Source: an optimization exercise on an open RTL-to-GDS flow (aim: small area). Production flows keep margins and buffers that such runs may drop. Only simulation tests tie the RTL to the original design; equivalence was not proved. Power figures rest on the tool's default switching activity, not on a simulated workload.

job 2676:
## hoper_core
module hoper_core (
    input             clk,
    input             rst,
    input             op_we,
    input      [3:0]  op_in,
    input      [7:0]  b_in,
    input      [7:0]  cmd_in,
    input      [7:0]  seq_in,
    input      [8:0]  n_in,
    input             dev_found,
    input             cfg_we,
    input      [3:0]  cfg_addr,
    input      [31:0] cfg_wdata,
    input             din_valid,
    input      [7:0]  din,
    output            din_ready,
    output            tx_valid,
    output     [7:0]  tx_data,
    output            tx_last,
    input             tx_ready,
    output            t_req,
    output     [2:0]  t_call,
    output     [31:0] t_baud,
    output            t_dtr,
    output            t_rts,
    input             t_ack,
    input             t_fault,
    input      [6:0]  t_rxcnt,
    input             ms_tick,
    output            busy,
    output            done,
    output     [2:0]  result,
    output     [3:0]  op_o,
    output     [15:0] crc_o,
    output     [7:0]  seq_o,
    output     [8:0]  pktlen_o,
    output            valid_o,
    output     [6:0]  rxcnt_o,
    output     [3:0]  nb_o,
  ...
clock: 10.0 ns
lec_check: 0
cap_margin: 20
core_margin: 2
core_utilization: 70
cts_buf_list: sky130_fd_sc_hd__clkbuf_2 sky130_fd_sc_hd__clkbuf_4
cts_cluster_size: 30
slew_margin: 20
run.sh (not shown) runs the stock make flow with config.mk's settings and CLKGATE_MAP_FILE= SYNTH_SCRIPT=/design/flow/synth_recipe.tcl, a recipe that flattens the netlist after the stock synthesis.
Input changes introduced in job 3233 (baseline for comparison: job 2676):
- CTS_CLUSTER_SIZE: 30 -> unset
- CORE_UTILIZATION: 70 -> 40
- CTS_BUF_LIST: sky130_fd_sc_hd__clkbuf_2 sky130_fd_sc_hd__clkbuf_4 -> unset
==> flow/flow/run.sh (new file) <==
#!/bin/bash
# Own layout flow: the standard synthesis, an area re-mapping of its
# combinational logic (registers untouched), then the standard layout with
# the smallest buffer on the ports.
set -euo pipefail
W=$(pwd)
R=$W/orfs/results/$FLOW_PLATFORM/hoper_core/base
LIB=$FLOW_HOME/platforms/$FLOW_PLATFORM/lib/sky130_fd_sc_hd__tt_025C_1v80.lib

bash standard.sh synth > $W/log_synth.txt 2>&1

cp $R/1_2_yosys.v $W/std_1_2_yosys.v
REMAP_LIB=$LIB REMAP_IN=$W/std_1_2_yosys.v REMAP_OUT=$W/remap.v REMAP_ABC=$W/flow/remap.abc \
  yosys -c $W/flow/remap.tcl > $W/log_remap.txt 2>&1
cp $W/remap.v $R/1_2_yosys.v
touch $R/1_2_yosys.v

export BUFFER_PORTS_ARGS="-buffer_cell sky130_fd_sc_hd__buf_1"
bash standard.sh finish > $W/log_finish.txt 2>&1
==> flow/flow/remap.abc (new file) <==
&get -n
&st
&dch
&nf -R 1000
&put
==> flow/flow/remap.tcl (new file) <==
# Re-map the combinational logic of the standard synthesis netlist for area.
# Flip-flops (and tie cells) are kept as they are: same instances, names and cells.
yosys -import
set lib $::env(REMAP_LIB)
read_liberty -ignore_miss_func $lib
read_verilog $::env(REMAP_IN)
hierarchy -top $::env(FLOW_TOP)
blackbox sky130_fd_sc_hd__*df* sky130_fd_sc_hd__conb_1
flatten -noscopeinfo
yosys rename -hide w:*.*
opt_clean -purge
tee -o $::env(REMAP_OUT).before.txt stat -liberty $lib
abc -script $::env(REMAP_ABC) -liberty $lib -dont_use sky130_fd_sc_hd__lpflow_* -dont_use sky130_fd_sc_hd__probe*
opt_clean -purge
hilomap -singleton -hicell sky130_fd_sc_hd__conb_1 HI -locell sky130_fd_sc_hd__conb_1 LO
insbuf -buf sky130_fd_sc_hd__buf_1 A X
splitnets
opt_clean -purge
check
tee -o $::env(REMAP_OUT).after.txt stat -liberty $lib
write_verilog -noattr -nohex -nodec $::env(REMAP_OUT)
==> flow/standard.sh (new file) <==
#!/bin/bash
# synth_recipe.tcl (not shown) runs the flow's synth.tcl, then flattens the netlist and writes it again
# the make line also repeats each setting of config.mk as NAME=value (left out here)
make -C /OpenROAD-flow-scripts/flow DESIGN_CONFIG=/design/flow/config.mk WORK_HOME=/design/flow/orfs CLKGATE_MAP_FILE= SYNTH_SCRIPT=/design/flow/synth_recipe.tcl "${@:-finish}"
removed: flow/run.sh
--- outcome ---
- Against job 2676, job 3233 comes in 21 points lower on met1 global-route usage.
- Number of detailed-routing iterations run before antenna repair: job 3233 vs job 2676 down 2
- From job 2676 to job 3233 the numbers moved as follows: area of all placed cells without fillers now sits lower, data arrival at the endpoint of the critical path now sits lower, fmax now sits higher, multi-input combinational gate total now sits lower.
- A startpoint of the worst setup timing path of sph$_SDFFCE_PP1P_ is what job 2676 shows, while st[0]$_SDFFE_PP0P_ belongs to job 3233.
- Job 3233 closes out successfully: all stages finished, all timing, DRC and antenna checks passed.
- Per the final summary, job 2676 finished and its layout is clean on timing, DRC and antenna.
Edits applied to the flow inputs when going from job 3233 to job 7188:
==> flow/run.sh (new file) <==
#!/bin/bash
# synth_recipe.tcl (not shown) runs the flow's synth.tcl, then flattens the netlist and writes it again
# the make line also repeats each setting of config.mk as NAME=value (left out here)
make -C /OpenROAD-flow-scripts/flow DESIGN_CONFIG=/design/flow/config.mk WORK_HOME=/design/flow/orfs CLKGATE_MAP_FILE= SYNTH_SCRIPT=/design/flow/synth_recipe.tcl finish
removed: flow/flow/run.sh
removed: flow/flow/remap.abc
removed: flow/flow/remap.tcl
removed: flow/standard.sh
Notes after the runs:
- Summary — global routing usage on met3, job 7188 relative to job 3233: higher, by 1.4 points.
- Relative to job 3233, the cell count measured on job 7188 has increased by a little under 10%.
- Against job 3233, job 7188 comes in 0.54 ns lower on final worst slack.
- Total power was higher in job 7188 than in job 3233.
- For the sequential share of layout area, job 7188 came in 6.5 points lower than job 3233 did.
[inputs] job 5583 vs job 7188
- changing SLEW_MARGIN from 20 to 0
- changing CORE_UTILIZATION from 40 to 65
- changing CAP_MARGIN from 20 to 0
- setting CTS_CLUSTER_DIAMETER to 100 for the first time
- setting CTS_CLUSTER_SIZE to 20 for the first time
==> flow/flow/run.sh (new file) <==
#!/bin/bash
# Own layout flow: the standard synthesis; an area re-mapping of its
# combinational logic with a few ABC scripts, keeping the smallest (registers
# untouched); then the standard layout with the smallest buffer on the ports.
set -euo pipefail
W=$(pwd)
R=$W/orfs/results/$FLOW_PLATFORM/hoper_core/base
LIB=$FLOW_HOME/platforms/$FLOW_PLATFORM/lib/sky130_fd_sc_hd__tt_025C_1v80.lib

bash standard.sh synth > $W/log_synth.txt 2>&1
cp $R/1_2_yosys.v $W/std_1_2_yosys.v

best=""; best_area=""
for s in $W/flow/remap*.abc; do
  n=$(basename $s .abc)
  REMAP_LIB=$LIB REMAP_IN=$W/std_1_2_yosys.v REMAP_OUT=$W/$n.v REMAP_ABC=$s \
    yosys -c $W/flow/remap.tcl > $W/log_$n.txt 2>&1 || continue
  a=$(grep 'Chip area' $W/$n.v.after.txt | awk '{print $NF}')
  echo "$n $a" >> $W/remap_areas.txt
  if [[ -z "$best" ]] || awk -v a=$a -v b=$best_area 'BEGIN{exit !(a<b)}'; then
    best=$n; best_area=$a
  fi
done
echo "chosen $best $best_area" >> $W/remap_areas.txt
cp $W/$best.v $R/1_2_yosys.v
touch $R/1_2_yosys.v

export BUFFER_PORTS_ARGS="-buffer_cell sky130_fd_sc_hd__buf_1"
bash standard.sh finish > $W/log_finish.txt 2>&1
==> flow/flow/remap.tcl (new file) <==
# Re-map the combinational logic of the standard synthesis netlist for area.
# Flip-flops (and tie cells) are kept as they are: same instances, names and cells.
yosys -import
set lib $::env(REMAP_LIB)
read_liberty -ignore_miss_func $lib
read_verilog $::env(REMAP_IN)
hierarchy -top $::env(FLOW_TOP)
blackbox sky130_fd_sc_hd__*df* sky130_fd_sc_hd__conb_1
flatten -noscopeinfo
yosys rename -hide w:*.*
opt_clean -purge
tee -o $::env(REMAP_OUT).before.txt stat -liberty $lib
abc -script $::env(REMAP_ABC) -liberty $lib -dont_use sky130_fd_sc_hd__lpflow_* -dont_use sky130_fd_sc_hd__probe*
opt_clean -purge
hilomap -singleton -hicell sky130_fd_sc_hd__conb_1 HI -locell sky130_fd_sc_hd__conb_1 LO
insbuf -buf sky130_fd_sc_hd__buf_1 A X
splitnets
opt_clean -purge
check
tee -o $::env(REMAP_OUT).after.txt stat -liberty $lib
write_verilog -noattr -nohex -nodec $::env(REMAP_OUT)
==> flow/flow/remap1.abc (new file) <==
&get -n
&st
&dch
&nf -R 1000
&put
==> flow/flow/remap2.abc (new file) <==
&get -n
&st
&dch
&nf -R 1000
&put
&get -n
&st
&dch
&nf -R 1000
&put
==> flow/flow/remap3.abc (new file) <==
&get -n
&st
&syn2
&dch
&nf -R 1000
&put
==> flow/flow/remap4.abc (new file) <==
&get -n
&st
&dc2
&dch -f
&nf -R 1000 -a
&put
==> flow/flow/remap5.abc (new file) <==
&get -n
&st
&dch -f
&nf -R 1000
&put
==> flow/flow/remap6.abc (new file) <==
&get -n
&st
&dch
&nf
&put
==> flow/standard.sh (new file) <==
#!/bin/bash
# synth_recipe.tcl (not shown) runs the flow's synth.tcl, then flattens the netlist and writes it again
# the make line also repeats each setting of config.mk as NAME=value (left out here)
make -C /OpenROAD-flow-scripts/flow DESIGN_CONFIG=/design/flow/config.mk WORK_HOME=/design/flow/orfs CLKGATE_MAP_FILE= SYNTH_SCRIPT=/design/flow/synth_recipe.tcl "${@:-finish}"
removed: flow/run.sh
Notes after the runs:
- On wire length the detailed router placed on met1: job 5583 sits below job 7188.
- Cmp job 5583 and job 7188 / fraction of area in registers / lower: job 7188
- The final reports for job 5583 and job 7188 show non-clock buffer contribution to total cell area lower in the former.
- Job 5583 ends up with a horizontal die dimension that is 24% lower than in job 7188.
- Where total via count in the routed design is concerned, job 7188 is outperformed by job 5583.
- [job 5583] gate count after technology mapping fell 192 relative to job 7188
- Compared with job 7188, job 5583 shows cell area that has gone down by more than 10%.
- Job 5583 against job 7188: number of buffers other than clock buffers in the final layout down about 3%; wire length moved down.
- Wire length on met2 down 11% in job 5583 wrt job 7188
- A timing startpoint of the critical path of sph$_SDFFCE_PP1P_ is what job 7188 shows, while st[1]$_SDFFE_PP0P_ belongs to job 5583.
- Compared with job 7188, job 5583 shows die area that has gone down by more than a quarter.
## Diff of input files: job 8479 against job 5583
-- flow/flow/remap.tcl --
<<< job 5583, line 13
>>> job 8479, line 13
if {[info exists ::env(REMAP_PART)] && $::env(REMAP_PART) ne ""} {
  # map the cone of these outputs on its own first
  select -set part w:$::env(REMAP_PART) %ci*:-sky130_fd_sc_hd__edfxtp_1:-sky130_fd_sc_hd__dfxtp_1
  abc -script $::env(REMAP_PART_ABC) -liberty $lib -dont_use sky130_fd_sc_hd__lpflow_* -dont_use sky130_fd_sc_hd__probe* @part
}
Findings:
- Job 8479 -> job 5583: instance count along the most critical hold path delta 0, exact match
- The portion of total power attributed to the clock network on job 8479 is in line with that on job 5583.
- Comparing job 8479 against job 5583, there is no change at all in actual transition at the worst max-transition pin.
- Diff job 5583..job 8479 | flip-flop and latch count | unchanged
- Worst hold slack: job 5583 vs job 8479 identical


Setup of the previous run:
Another version of the RTL of hoper_core (not shown whole).
Size in the first run: about 1200 cells after synthesis, ~250 I/O pins, roughly 16000 um2 of cells after synthesis.
Settings: LEC_CHECK=0, CAP_MARGIN=0, CORE_MARGIN=2, CORE_UTILIZATION=70, CTS_BUF_LIST=sky130_fd_sc_hd__clkbuf_4 sky130_fd_sc_hd__clkbuf_16, CTS_CLUSTER_DIAMETER=40, CTS_CLUSTER_SIZE=8, SLEW_MARGIN=0; clock period 10.0 ns.
standard.sh (not shown) runs the stock make flow with config.mk's settings and CLKGATE_MAP_FILE= SYNTH_SCRIPT=/design/flow/synth_recipe.tcl, a recipe that flattens the netlist after the stock synthesis.
==> flow/flow/run.sh <==
#!/bin/bash
# Own layout flow: the standard synthesis; an area re-mapping of its
# combinational logic with several ABC scripts, keeping the smallest result
# (registers untouched); then the standard layout with the smallest buffer on
# the ports.
set -euo pipefail
W=$(pwd)
R=$W/orfs/results/$FLOW_PLATFORM/hoper_core/base
LIB=$FLOW_HOME/platforms/$FLOW_PLATFORM/lib/sky130_fd_sc_hd__tt_025C_1v80.lib

bash standard.sh synth > $W/log_synth.txt 2>&1
cp $R/1_2_yosys.v $W/std_1_2_yosys.v

remap() {
  local s=$1 n
  n=$(basename $s .abc)
  REMAP_LIB=$LIB REMAP_IN=$W/std_1_2_yosys.v REMAP_OUT=$W/$n.v REMAP_ABC=$s \
    timeout 900 yosys -c $W/flow/remap.tcl > $W/log_$n.txt 2>&1 || rm -f $W/$n.v.after.txt
}
for s in $W/flow/remap*.abc; do remap $s & done
wait

best=""; best_area=""
for s in $W/flow/remap*.abc; do
  n=$(basename $s .abc)
  [[ -f $W/$n.v.after.txt ]] || continue
  a=$(grep 'Chip area' $W/$n.v.after.txt | awk '{print $NF}')
  echo "$n $a" >> $W/remap_areas.txt
  if [[ -z "$best" ]] || awk -v a=$a -v b=$best_area 'BEGIN{exit !(a<b)}'; then
    best=$n; best_area=$a
  fi
done
echo "chosen $best $best_area" >> $W/remap_areas.txt
cp $W/$best.v $R/1_2_yosys.v
touch $R/1_2_yosys.v

export BUFFER_PORTS_ARGS="-buffer_cell sky130_fd_sc_hd__buf_1"
# the standard clock tree settings with small clusters of clkbuf_4 leaves
# under a clkbuf_16 tree, without dummy loads
export CTS_ARGS="-sink_clustering_enable -repair_clock_nets -sink_clustering_size 8 -sink_clustering_max_diameter 40 -dont_use_dummy_load -buf_list sky130_fd_sc_hd__clkbuf_4 -root_buf sky130_fd_sc_hd__clkbuf_16 -tree_buf sky130_fd_sc_hd__clkbuf_16"
bash standard.sh finish > $W/log_finish.txt 2>&1
Other scripts of this flow, unchanged in this note and not shown: flow/flow/remap.tcl, flow/flow/remap1.abc, flow/flow/remap2.abc, flow/flow/remap4.abc, flow/flow/remap_ds0.abc, flow/flow/remap_ds1.abc, flow/flow/remap_ds1a.abc, flow/flow/remap_ds1l.abc, flow/flow/remap_ds2.abc
Per the final summary, the previous run finished and its layout is clean on timing, DRC and antenna.
### the previous run -> the current run
diff --git a/flow/flow/run.sh b/flow/flow/run.sh
--- a/flow/flow/run.sh
+++ b/flow/flow/run.sh
@@ -37,5 +37,4 @@
 export BUFFER_PORTS_ARGS="-buffer_cell sky130_fd_sc_hd__buf_1"
-# the standard clock tree settings with small clusters of clkbuf_4 leaves
-# under a clkbuf_16 tree, without dummy loads
-export CTS_ARGS="-sink_clustering_enable -repair_clock_nets -sink_clustering_size 8 -sink_clustering_max_diameter 40 -dont_use_dummy_load -buf_list sky130_fd_sc_hd__clkbuf_4 -root_buf sky130_fd_sc_hd__clkbuf_16 -tree_buf sky130_fd_sc_hd__clkbuf_16"
+# the standard clock tree settings with config.mk's clustering, without dummy loads
+export CTS_ARGS="-sink_clustering_enable -repair_clock_nets -sink_clustering_size 15 -sink_clustering_max_diameter 60 -dont_use_dummy_load -buf_list sky130_fd_sc_hd__clkbuf_8"
 bash standard.sh finish > $W/log_finish.txt 2>&1
diff --git a/flow/config.mk b/flow/config.mk
--- a/flow/config.mk
+++ b/flow/config.mk
@@ -10,5 +10,5 @@
 export CORE_UTILIZATION = 70
-export CTS_BUF_LIST = sky130_fd_sc_hd__clkbuf_4 sky130_fd_sc_hd__clkbuf_16
-export CTS_CLUSTER_DIAMETER = 40
-export CTS_CLUSTER_SIZE = 8
+export CTS_BUF_LIST = sky130_fd_sc_hd__clkbuf_8
+export CTS_CLUSTER_DIAMETER = 60
+export CTS_CLUSTER_SIZE = 15
 export SLEW_MARGIN = 0
[summary]
- Comparing the current run and the previous run, overall global routing resource usage is higher on the previous run.
- From the previous run to the current run the numbers moved as follows: final period utilization has increased; portion of total power attributed to the clock network went down 1.8 points; fraction of area in multi-input gates neither gained nor lost much.
- Cmp the current run vs the previous run: power per standard cell area lower in the current run
- Compared to the previous run, the current run has number of clock buffers in the layout about 45% lower.
- Across both runs, power was lower for the current run than for the previous run.
- Re cell-internal power: the current run and the previous run aren't equal, and the higher value belongs to the previous run.
- Floorplan die height delta (the previous run -> the current run): insignificant
- NOTE: power share of the combinational group in the current run falls short of that of the previous run

port drivers added, routing unchanged:
How much do the figures lean on ideal ports? The routed layouts below were timed once more, with nothing changed but the port constraints. Step 1 (the two cells are an assumption about what drives the block):
set clk [get_ports {clk}]
set_driving_cell -lib_cell sky130_fd_sc_hd__clkbuf_16 $clk
set_driving_cell -lib_cell sky130_fd_sc_hd__buf_2 [delete_from_list [all_inputs] $clk]
Step 2, shift: input delay + t, output delay - t, t = (earliest + latest rising clock arrival at the registers) / 2. This alone moves slack from input paths to output paths. Slacks: ideal ports / drivers / drivers and shift; pairs: ideal ports / drivers.
run	shift t [ns]	setup slack, ns	worst setup path after step 2	worst register clock-pin slew, ns	worst data-port slew with drivers (ns)
job 2676	0.774	3.727 / 3.680 / 4.454	register to output	0.09 / 0.09	0.09
job 3233	0.600	4.465 / 4.413 / 5.013	register to output	0.07 / 0.07	0.09
job 7188	0.623	3.921 / 3.867 / 4.489	register to output	0.06 / 0.06	0.09
job 5583	0.583	4.777 / 4.727 / 5.236	input to register	0.10 / 0.10	0.08
job 8479	0.583	4.777 / 4.727 / 5.236	input to register	0.10 / 0.10	0.08
the previous run	0.566	4.279 / 4.227 / 4.793	register to output	0.11 / 0.11	0.06
the current run	0.655	4.041 / 3.995 / 4.572	register to register	0.10 / 0.10	0.05
After both steps setup and hold are still met in every run listed.
